This is an optimization exercise on Yosys and OpenROAD, whose aim is a short achievable clock period and few clock cycles per item, not a production implementation.
No functional check of the RTL was part of this run.
Power and IR drop assume default switching activity.

==> design/flow/design.v <==
module trinket_core (
    input  wire        clk,
    input  wire        rst,           
    input  wire        cmd_valid,
    input  wire [2:0]  cmd_op,
    input  wire [15:0] cmd_arg,
    output wire        cmd_ready,
    output wire [15:0] imem_addr,
    input  wire [15:0] imem_rdata,
    output wire [15:0] dmem_addr,
    output wire        dmem_we,
    output wire [15:0] dmem_wdata,
    input  wire [15:0] dmem_rdata,
    input  wire [2:0]  dbg_sel,
    output wire [15:0] dbg_data,
    output wire [15:0] pc_out,
    output wire        bp_hit
);
    localparam CMD_STEP   = 3'd0;
    localparam CMD_RUN    = 3'd1;
    localparam CMD_SETPC  = 3'd2;
    localparam CMD_ADDBP  = 3'd3;
    localparam CMD_DELBP  = 3'd4;
    localparam CMD_CLRREG = 3'd5;
    localparam OP_ADD  = 3'd0;
    localparam OP_ADDI = 3'd1;
    localparam OP_NAND = 3'd2;
    localparam OP_LUI  = 3'd3;
    localparam OP_SW   = 3'd4;
    localparam OP_LW   = 3'd5;
    localparam OP_BEQ  = 3'd6;
    localparam OP_JALR = 3'd7;
    localparam NBP = 4;
    reg  [15:0] regs [1:7];
    reg  [15:0] xpc;           
    reg  [15:0] bp_addr  [0:NBP-1];
    reg         bp_valid [0:NBP-1];
    reg         hit;
    reg         rdy;           
    reg         busy;          
    reg  [15:0] ticks_left;
    reg         use_bp;
    reg         issued;        
    reg         pchk;          
    reg  [15:0] fpc;           
    reg  [15:0] dpc;           
    reg         dv;            
    reg         hold;          
    reg  [15:0] ir_hold;
    reg         ev;
    reg  [2:0]  e_op;
    reg  [2:0]  e_rd;
    reg         e_wen;         
    reg         e_lw;          
    reg         e_we;          
    reg         e_beq;
    reg         e_jslow;       
    reg         e_jnd;         
    reg  [15:0] e_a, e_b, e_c;
    reg         e_fa, e_fb, e_fc;    
    reg         e_dm;          
    reg  [9:0]  e_imm;
    reg  [15:0] e_pc1;
    reg  [15:0] e_ea;
    reg  [15:0] e_tgt;
    reg  [15:0] e_tgt1;        
    reg         stale;         
    reg  [15:0] e_npc;         
    reg         ld2;
    reg  [2:0]  ld_rd;
    integer i;
    genvar  g;
    wire [15:0] a_op = e_fa ? dmem_rdata : e_a;
    wire [15:0] b_op = e_fb ? dmem_rdata : e_b;
    wire [15:0] c_op = e_fc ? dmem_rdata : e_c;
    wire [15:0] imm7e = {9'd0, e_imm[6:0]};
    wire [15:0] sum_bc, sum_bi, sum_bc_nd, sum_bi_nd;
    tc_add16 u_add  (.a(b_op), .b(c_op),  .s(sum_bc));
    tc_add16 u_addi (.a(b_op), .b(imm7e), .s(sum_bi));
    tc_add16 u_addn (.a(e_b),  .b(e_c),   .s(sum_bc_nd));
    tc_add16 u_adin (.a(e_b),  .b(imm7e), .s(sum_bi_nd));
    reg [15:0] res, res_nd;
    always @(*) begin
        case (e_op)
            OP_ADD:  begin res = sum_bc;           res_nd = sum_bc_nd; end
            OP_ADDI: begin res = sum_bi;           res_nd = sum_bi_nd; end
            OP_NAND: begin res = ~(b_op & c_op);   res_nd = ~(e_b & e_c); end
            OP_LUI:  begin res = {e_imm, 6'd0};    res_nd = {e_imm, 6'd0}; end
            default: begin res = e_pc1;            res_nd = e_pc1; end
        endcase
    end
    wire        e_redir  = ev && ((e_beq && e_a == e_b) || e_jslow);
    wire [15:0] e_target = e_beq ? e_tgt : (e_jnd ? e_b : e_pc1);
    wire [15:0] e_next   = e_redir ? e_target : e_npc;
    wire [15:0] w      = hold ? ir_hold : imem_rdata;
    wire [2:0]  opcode = w[15:13];
    wire [2:0]  ra     = w[12:10];
    wire [2:0]  rb     = w[9:7];
    wire [2:0]  rc     = w[2:0];
    wire [15:0] imm7   = {9'd0, w[6:0]};
    wire [15:0] rr [0:7];
    assign rr[0] = 16'd0;
    generate
        for (g = 1; g < 8; g = g + 1) begin : g_rr
            assign rr[g] = regs[g];
        end
    endgenerate
    wire [127:0] rr_flat = {rr[7], rr[6], rr[5], rr[4], rr[3], rr[2], rr[1], rr[0]};
    wire [15:0] rf [0:7];
    wire [15:0] rfe [0:7];     
    wire [7:0]  rf_dm;         
    wire [7:0]  rf_e;          
    assign rf[0]    = 16'd0;
    assign rfe[0]   = 16'd0;
    assign rf_dm[0] = 1'b0;
    assign rf_e[0]  = 1'b0;
    generate
        for (g = 1; g < 8; g = g + 1) begin : g_rf
            wire e_hit = ev && e_wen && e_rd == g;
            wire l_hit = ld2 && ld_rd == g;
            assign rf[g]    = e_hit ? res_nd : l_hit ? dmem_rdata : regs[g];
            assign rfe[g]   = l_hit ? dmem_rdata : regs[g];
            assign rf_dm[g] = ev && e_lw && e_rd == g;
            assign rf_e[g]  = ev && (e_lw || e_wen) && e_rd == g;
        end
    endgenerate
    wire [127:0] rf_flat  = {rf[7], rf[6], rf[5], rf[4], rf[3], rf[2], rf[1], rf[0]};
    wire [127:0] rfe_flat = {rfe[7], rfe[6], rfe[5], rfe[4], rfe[3], rfe[2], rfe[1], rfe[0]};
    wire [15:0] xa, xb, xc, xbe;
    tc_mux8 u_xa  (.sel(ra), .d(rf_flat),  .y(xa));
    tc_mux8 u_xb  (.sel(rb), .d(rf_flat),  .y(xb));
    tc_mux8 u_xc  (.sel(rc), .d(rf_flat),  .y(xc));
    tc_mux8 u_xbe (.sel(rb), .d(rfe_flat), .y(xbe));
    wire fa = rf_dm[ra];
    wire fb = rf_dm[rb];
    wire fc = rf_dm[rc];
    wire dm = ((opcode == OP_ADD || opcode == OP_NAND) && (fb || fc)) ||
              (opcode == OP_ADDI && fb);
    wire use_a = (opcode == OP_SW || opcode == OP_BEQ);
    wire use_b = (opcode != OP_LUI);
    wire use_c = (opcode == OP_ADD || opcode == OP_NAND);
    wire e_late = ev && e_wen && e_dm &&
                  ((use_a && e_rd == ra) || (use_b && e_rd == rb) || (use_c && e_rd == rc));
    wire [15:0] ea, tgt, tgt1;
    tc_add16 u_tgt1 (.a(fpc + 16'd1), .b(imm7), .s(tgt1));    
    tc_add16 u_ea  (.a(xbe), .b(imm7), .s(ea));
    tc_add16 u_tgt (.a(fpc), .b(imm7), .s(tgt));     
    wire is_lw  = (opcode == OP_LW);
    wire is_sw  = (opcode == OP_SW);
    wire is_beq = (opcode == OP_BEQ);
    wire is_j   = (opcode == OP_JALR);
    wire j_nd   = !(ra == rb && ra != 3'd0);
    wire wen    = (opcode == OP_ADD || opcode == OP_ADDI || opcode == OP_NAND ||
                   opcode == OP_LUI || opcode == OP_JALR) && ra != 3'd0;
    wire stall_c = ((is_lw || is_sw) && rf_e[rb]) || e_late ||
                   (is_beq && (fa || fb)) ||
                   (is_j && j_nd && fb);
    wire [127:0] rr1_flat;       
    wire [7:0]   rr_smc;         
    generate
        for (g = 0; g < 8; g = g + 1) begin : g_rr1
            assign rr1_flat[g*16 +: 16] = rr[g] + 16'd1;
            assign rr_smc[g] = (e_ea == rr[g]);
        end
    endgenerate
    wire        j_en = dv && !hold && !e_redir;
    wire        jsel = j_en && (imem_rdata[15:13] == OP_JALR);
    wire [7:0]  j_oh;
    tc_jdec u_jdec (.en(j_en), .op(imem_rdata[15:13]), .rb(imem_rdata[9:7]), .s(j_oh));
    wire [15:0] f_alt = e_redir ? e_target : fpc;
    tc_aor8 u_imem (.s(j_oh), .d({rr_flat[127:16], f_alt}), .y(imem_addr));
    wire [15:0] jtgt1;
    tc_mux8 u_jt1 (.sel(imem_rdata[9:7]), .d(rr1_flat), .y(jtgt1));
    wire [15:0] e_target1 = e_beq ? e_tgt1 : (e_jnd ? e_b + 16'd1 : e_pc1 + 16'd1);
    wire [15:0] fpc_next  = jsel ? jtgt1 : (e_redir ? e_target1 : fpc + 16'd1);
    wire j_fast = is_j && j_nd && !hold &&
                  !(ev && (e_wen || e_lw) && e_rd == rb) && !(ld2 && ld_rd == rb);
    wire jslow  = is_j && !j_fast && !(!j_nd && hold);
    function automatic bp_match(input [15:0] a);
        integer k;
        begin
            bp_match = 1'b0;
            for (k = 0; k < NBP; k = k + 1)
                if (bp_valid[k] && bp_addr[k] == a) bp_match = 1'b1;
        end
    endfunction
    wire smc_d   = ev && e_we && e_ea == dpc;
    wire smc_f   = ev && e_we && (jsel ? rr_smc[imem_rdata[9:7]] : e_ea == fpc);
    wire refetch = dv && !e_redir && (smc_d || (stale && !hold));
    wire d_ok    = dv && !e_redir && !refetch;
    wire bp_d  = busy && d_ok && use_bp && issued && bp_match(dpc);
    wire stall = busy && d_ok && !bp_d && stall_c;
    wire issue = busy && d_ok && !bp_d && !stall_c;
    wire last  = (ticks_left == 16'd1);
    wire busy_nxt = busy && !bp_d && !(issue && last);
    wire ld2_nxt  = ev && e_lw;
    wire [15:0] xpc_nxt = ev ? e_next : xpc;
    wire bpc = pchk && use_bp && bp_match(xpc);
    reg         bp_present;
    reg         bp_free_found;
    reg  [1:0]  bp_free_idx;
    always @(*) begin
        bp_present    = 1'b0;
        bp_free_found = 1'b0;
        bp_free_idx   = 2'd0;
        for (i = 0; i < NBP; i = i + 1) begin
            if (bp_valid[i] && bp_addr[i] == cmd_arg) bp_present = 1'b1;
            if (!bp_valid[i] && !bp_free_found) begin
                bp_free_found = 1'b1;
                bp_free_idx   = i[1:0];
            end
        end
    end
    wire accept = rdy && cmd_valid;
    wire start  = accept && (cmd_op == CMD_STEP || cmd_op == CMD_RUN) &&
                  cmd_arg != 16'd0;
    always @(posedge clk) begin
        if (rst) begin
            xpc        <= 16'd0;
            hit        <= 1'b0;
            rdy        <= 1'b1;
            busy       <= 1'b0;
            ticks_left <= 16'd0;
            use_bp     <= 1'b0;
            issued     <= 1'b0;
            pchk       <= 1'b0;
            fpc        <= 16'd0;
            dpc        <= 16'd0;
            dv         <= 1'b0;
            hold       <= 1'b0;
            ir_hold    <= 16'd0;
            ev         <= 1'b0;
            e_op       <= 3'd0;
            e_rd       <= 3'd0;
            e_wen      <= 1'b0;
            e_lw       <= 1'b0;
            e_we       <= 1'b0;
            e_beq      <= 1'b0;
            e_jslow    <= 1'b0;
            e_jnd      <= 1'b0;
            e_a        <= 16'd0;
            e_b        <= 16'd0;
            e_c        <= 16'd0;
            e_fa       <= 1'b0;
            e_fb       <= 1'b0;
            e_fc       <= 1'b0;
            e_dm       <= 1'b0;
            e_imm      <= 10'd0;
            e_pc1      <= 16'd0;
            e_ea       <= 16'd0;
            e_tgt      <= 16'd0;
            e_tgt1     <= 16'd0;
            stale      <= 1'b0;
            e_npc      <= 16'd0;
            ld2        <= 1'b0;
            ld_rd      <= 3'd0;
            for (i = 1; i < 8; i = i + 1) regs[i] <= 16'd0;
            for (i = 0; i < NBP; i = i + 1) begin
                bp_addr[i]  <= 16'd0;
                bp_valid[i] <= 1'b0;
            end
        end else begin
            if (ld2) regs[ld_rd] <= dmem_rdata;
            if (ev && e_wen) regs[e_rd] <= res;
            ld2   <= ld2_nxt;
            ld_rd <= e_rd;
            xpc   <= xpc_nxt;
            pchk  <= ev;
            if (bpc) hit <= 1'b1;
            ev    <= issue;
            stale <= smc_f;
            if (issue) begin
                ticks_left <= ticks_left - 16'd1;
                issued     <= 1'b1;
            end
            begin
                e_op    <= opcode;
                e_rd    <= ra;
                e_wen   <= wen;
                e_lw    <= is_lw && ra != 3'd0;
                e_we    <= is_sw && ea[15:13] != 3'b000;
                e_beq   <= is_beq;
                e_jslow <= jslow;
                e_jnd   <= j_nd;
                e_a     <= xa;
                e_b     <= xb;
                e_c     <= xc;
                e_fa    <= fa;
                e_fb    <= fb;
                e_fc    <= fc;
                e_dm    <= dm;
                e_imm   <= w[9:0];
                e_pc1   <= fpc;
                e_ea    <= ea;
                e_tgt   <= tgt;
                e_tgt1  <= tgt1;
                e_npc   <= imem_addr;
            end
            rdy <= !busy_nxt && !issue && !ld2_nxt && !start;
            if (busy) begin
                if (bp_d) begin
                    busy <= 1'b0;
                    hit  <= 1'b1;
                end else if (issue && last) begin
                    busy <= 1'b0;
                end
                if (stall) begin
                    hold    <= 1'b1;
                    ir_hold <= w;
                end else begin
                    hold <= 1'b0;
                    if (refetch) begin
                        dv  <= 1'b0;
                        fpc <= dpc;
                    end else begin
                        dv  <= busy_nxt;
                        dpc <= imem_addr;
                        fpc <= fpc_next;
                    end
                end
                if (!busy_nxt) begin
                    dv   <= 1'b0;
                    hold <= 1'b0;
                    dpc  <= xpc_nxt;
                    fpc  <= xpc_nxt;
                end
            end else begin
                dv   <= 1'b0;
                hold <= 1'b0;
                dpc  <= xpc_nxt;
                fpc  <= xpc_nxt;
                if (accept) begin
                    case (cmd_op)
                        CMD_STEP, CMD_RUN: begin
                            hit        <= 1'b0;
                            use_bp     <= (cmd_op == CMD_RUN);
                            ticks_left <= cmd_arg;
                            issued     <= 1'b0;
                            if (cmd_arg != 16'd0) begin
                                busy <= 1'b1;
                                dv   <= 1'b1;
                                fpc  <= xpc + 16'd1;
                            end
                        end
                        CMD_SETPC: begin
                            xpc <= cmd_arg;
                            dpc <= cmd_arg;
                            fpc <= cmd_arg;
                        end
                        CMD_ADDBP: if (!bp_present && bp_free_found) begin
                            bp_addr[bp_free_idx]  <= cmd_arg;
                            bp_valid[bp_free_idx] <= 1'b1;
                        end
                        CMD_DELBP: for (i = 0; i < NBP; i = i + 1)
                            if (bp_addr[i] == cmd_arg) bp_valid[i] <= 1'b0;
                        CMD_CLRREG: begin
                            xpc <= 16'd0;
                            dpc <= 16'd0;
                            fpc <= 16'd0;
                            for (i = 1; i < 8; i = i + 1) regs[i] <= 16'd0;
                        end
                        default: ;
                    endcase
                end
            end
        end
    end
    assign cmd_ready  = rdy;
    assign dmem_addr  = e_ea;
    assign dmem_we    = ev && e_we;
    assign dmem_wdata = a_op;
    wire [7:0] dbg_oh;
    tc_dec8 u_dbgdec (.sel(dbg_sel), .s(dbg_oh));
    tc_aor8 u_dbg (.s(dbg_oh), .d(rr_flat), .y(dbg_data));
    assign pc_out     = xpc;
    assign bp_hit     = hit || bpc;
endmodule
module tc_add16 (
    input  wire [15:0] a,
    input  wire [15:0] b,
    output wire [15:0] s
);
    reg [15:0] gg, pp;
    integer k, d;
    always @(*) begin
        gg = a & b;
        pp = a | b;
        for (d = 1; d < 16; d = d * 2)
            for (k = 15; k >= d; k = k - 1) begin
                gg[k] = gg[k] | (pp[k] & gg[k - d]);
                pp[k] = pp[k] & pp[k - d];
            end
    end
    assign s = a ^ b ^ {gg[14:0], 1'b0};
endmodule
module tc_mux8 (
    input  wire [2:0]   sel,
    input  wire [127:0] d,
    output wire [15:0]  y
);
    assign y = d[sel*16 +: 16];
endmodule
module tc_dec8 (
    input  wire [2:0] sel,
    output wire [7:0] s
);
    genvar k;
    generate
        for (k = 0; k < 8; k = k + 1) begin : g_s
            assign s[k] = (sel == k);
        end
    endgenerate
endmodule
module tc_jdec (
    input  wire       en,
    input  wire [2:0] op,
    input  wire [2:0] rb,
    output wire [7:0] s
);
    wire j = en && op == 3'd7;
    assign s[0] = !j;
    genvar k;
    generate
        for (k = 1; k < 8; k = k + 1) begin : g_s
            assign s[k] = j && rb == k;
        end
    endgenerate
endmodule
module tc_aor8 (
    input  wire [7:0]   s,
    input  wire [127:0] d,
    output wire [15:0]  y
);
    assign y = ({16{s[0]}} & d[15:0])    | ({16{s[1]}} & d[31:16])  |
               ({16{s[2]}} & d[47:32])   | ({16{s[3]}} & d[63:48])  |
               ({16{s[4]}} & d[79:64])   | ({16{s[5]}} & d[95:80])  |
               ({16{s[6]}} & d[111:96])  | ({16{s[7]}} & d[127:112]);
endmodule
==> design/flow/run.sh <==
#!/bin/bash
# synth_recipe.tcl (not shown) runs the flow's synth.tcl, then flattens the netlist and writes it again
# the make line also repeats each setting of config.mk as NAME=value (left out here)
make -C /OpenROAD-flow-scripts/flow DESIGN_CONFIG=/design/flow/config.mk WORK_HOME=/design/flow/orfs CLKGATE_MAP_FILE= SYNTH_SCRIPT=/design/flow/synth_recipe.tcl finish
==> design/flow/config.mk <==
export PLATFORM = sky130hd
export DESIGN_NAME = trinket_core
export DESIGN_NICKNAME = trinket_core
export VERILOG_FILES = /design/flow/design.v
export SDC_FILE = /design/flow/constraint.sdc
export NUM_CORES = 4
export LEC_CHECK = 0
export CAP_MARGIN = 20
export CORE_MARGIN = 2
export CORE_UTILIZATION = 40
export PLACE_DENSITY = 0.6
export SETUP_SLACK_MARGIN = 4.0
export SLEW_MARGIN = 20
export SYNTH_HIERARCHICAL = 1
==> design/flow/constraint.sdc <==
create_clock -name core_clock -period 8.0 [get_ports {clk}]
set_input_delay 1.6000 -clock core_clock [delete_from_list [all_inputs] [get_ports {clk}]]
set_output_delay 1.6000 -clock core_clock [all_outputs]
set_load 0.01 [all_outputs]
==> summary.txt <==
==> Yosys stat by module (local to each module, per instance) <==
module / flip-flops and latches / cells / times used / area [um2]
trinket_core: 428 / 3384 / 1 / 29600
tc_add16: 0 / 172 / 7 / 1270
tc_mux8: 0 / 57 / 5 / 1070
tc_aor8: 0 / 96 / 2 / 779
tc_jdec: 0 / 11 / 1 / 95.1
tc_dec8: 0 / 8 / 1 / 65.1
==> layout make-up <==
class	instances	area (um2)
multi-input cells	4150	34800
inverters	325	1270
flip-flops and latches	428	10500
clock inverters	30	358
repair buffers	593	5800
fillers	10547	56800
clock buffers	63	1380
diodes	9	22.5
well taps	1500	1880
repair inverters	2	17.5
==> logic make-up (layout without fill, tap and decap cells) <==
family	after synthesis	after routing	share of synthesized area (%)
other	2	190	0.0165
AOI/OAI and AO/OA	981	981	16.4
DFF	428	428	22.7
adders and majority gates	236	236	6.59
buffers and inverters	688	1013	6.70
muxes	523	523	17.9
and+or+nand+nor	1650	1653	18.6
xor gates and xnor gates	576	576	11.1
==> power by group through the flow <==
stage / clock, mW / sequential [mW] / combinational [mW]
final: 2.51 / 2.68 / 2.66
after CTS: 2.50 / 2.66 / 2.43
after detailed placement: 0 / 2.72 / 2.22
after global routing: 2.59 / 2.67 / 2.78
after global placement: 0 / 2.72 / 2.20
after floorplan: 0 / 2.54 / 1.52
==> critical path, cell delays in order <==
cell	delay, ps
buf_2	300
nand4_4	170
buf_12	200
nor4b_4	330
buf_6	170
buf_12	110
a22oi_2	70
nand4_1	290
buf_2	190
==> layer usage <==
| metal | vias to the layer above | track usage, % | part of all wire, % |
|---|---|---|---|
| met5 | - | 1.92 | 0.15 |
| met3 | 1023 | 12.8 | 13 |
| met1 | 22163 | 45.6 | 37 |
| met4 | 9 | 26.5 | 9.3 |
| met2 | 3522 | 53.5 | 40 |
| li1 | 19453 | - | - |
==> cells in the final DEF (no fill, tap or decap), types with 176 or more instances in the layout <==
master    count
nor2_1      440
xnor2_1     391
buf_4       348
inv_1       297
nand2_1     249
mux2_2      242
a21oi_1     213
dfxtp_1     210
ha_1        201
conb_1      181
edfxtp_1    176
==> stage by stage <==
step	hold slack, ps	utilization (%)	setup WS [ps]	power, mW
2_1_floorplan	445	-	3320	4.06
3_3_place_gp	472	43.5	1650	4.92
3_5_place_dp	475	43.5	1600	4.94
4_1_cts	488	47.8	2950	7.59
5_1_grt	504	49.7	2880	8.04
6_report	492	49.7	2950	7.85
==> worst paths after layout <==
kind,start,to,slack [ps],cells after the start
worst max register to register,ld_rd[1]$_SDFF_PP0_,e_we$_SDFF_PP0_,3870,14
worst min-delay path,issued$_SDFF_PP0_,issued$_SDFF_PP0_,490,2
worst max-delay path,imem_rdata[13],imem_addr[9],2950,9
worst min register to register,issued$_SDFF_PP0_,issued$_SDFF_PP0_,490,2
==> repair_timing <==
| item | CTS | global route |
|---|---|---|
| cloned | 14 | 8 |
| setup endpoints to repair | 512 | 314 |
| pin swaps | 94 | 125 |
| gates resized for setup | 727 | 223 |
| buffers inserted | 177 | 123 |
==> summary.txt <==
minimum clock period after layout=5050 ps; Clk pwr share=31.9%; HP Class=flip-flop to flip-flop; wire length per cell=32.1 um; Worst-Skew Late Latency=660 ps; top_reg_cell synth=dfxtp_1; final setup fails=0; max reg flops=112; DPL Wire Length=155000 um; Worst-Margin Slew=1300 ps; Net Sw Frac=37.1%; H-tree depth=2; startpoint types=primary input; Final nets=5843; MaxCap Viol Count=0; status=finished clean; share of cells above drive strength 1=24.9%; via count=46170; clk_skew=22.6 ps; Async SR Flop Fraction=0%; P per Cell Area=140 nW/um2; DP Area=49000 um2; Clk pin slew, worst setup/hold paths=70 ps; Final ANT Viol Nets=0; most numerous cell in the Yosys netlist=nor2_1; Max clock buf depth=3; sequential power share=34.2%; top-area cell type share of the netlist area=11.6%; cts hold-fix bufs=0; Post-Layout Inst Area=56000 um2; DR iter-0 viols=6811; Critical Path AT=3450 ps; Inserted Clock Buffers=50; Detailed Route WL=228000 um; sequential element share of the synthesized area=22.7%; DR pass1 iterations=10; leakage=22.2 nW; critical path type=primary input to output pin; Synth area leaders=edfxtp_1 (12%), dfxtp_1 (11%), mux4_1 (8.1%), xnor2_1 (7.7%), mux2_2 (7.1%); Tot GR Track Use=37.0%; Yosys Warn Count=8; Routability Congestion=1.06; largest registers in the final layout=regs (112), bp_addr (64); number of global-route vias before repair=42242; post-synthesis register bit count=428; Final Max Tran Viols=0; Non-Filler Instances=7100; Remaining DRCs=0; Final Hold Viols=0; Syn Area/Cell=8.97 um2; first-pass GRT wire length=311000 um; Die Wd=342 um; Max Fanout on Critical Path=6; initial core utilization=40.4%; largest net degree at the start of global routing=66; synthesized area=45600 um2; Psw=2.91 mW; die area=117000 um2; placed instance count=6675; PortBufs=139; # IOs=140; Clock Sinks=428; Reg with most FFs=regs; core area=113000 um2; RSZ-0062 raised after global routing=true; Worst EP required=6400 ps; most area-hungry cell type in the Yosys netlist=edfxtp_1; Synth top cells by count=nor2_1 (458), xnor2_1 (402), inv_1 (324), mux2_2 (286), nand2_1 (262); EDFF count, synth=176; TNS Setup=0 ps; headroom to the max-slew limit=13.5%; Final period util=63.1%; Worst Setup End Kind=output pin; initial antenna violation count=11; Die Ht=342 um; Synth cell types=109; area grow syn2layout=22.9%; Root Buffer=clkbuf_16; P_int=4.94 mW; f_max=198 MHz; Syn Inst Count=5084; worst vdd ir=0.189 mV; Gate power share=33.9%; num rows=123; CTS tree=built; total grt overflow=0; vias per inst=6.50

-- static timing again, ports no longer ideal --
How much do the figures lean on ideal ports? The routed layout below was timed once more, with nothing changed but the port constraints.
Step 1 (the two cells are an assumption about what drives the block):
set clk [get_ports {clk}]
set_driving_cell -lib_cell sky130_fd_sc_hd__clkbuf_16 $clk
set_driving_cell -lib_cell sky130_fd_sc_hd__buf_2 [delete_from_list [all_inputs] $clk]
Step 2, shift: input delay + t, output delay - t, t = (earliest + latest rising clock arrival at the registers) / 2. This alone moves slack from input paths to output paths.
Three values: ideal, step 1, step 2; two values: the first two.
shift t [ns]: 0.718
slack for setup (ns): 2.951 / 2.890 / 2.930
slew at the worst register clock pin (ns): 0.07 / 0.07
pins driven straight from the clock port: 1
After both steps setup and hold are still met in this run. The setup slack of this run moves by -0.061 ns with the drivers and by -0.021 ns with both steps.
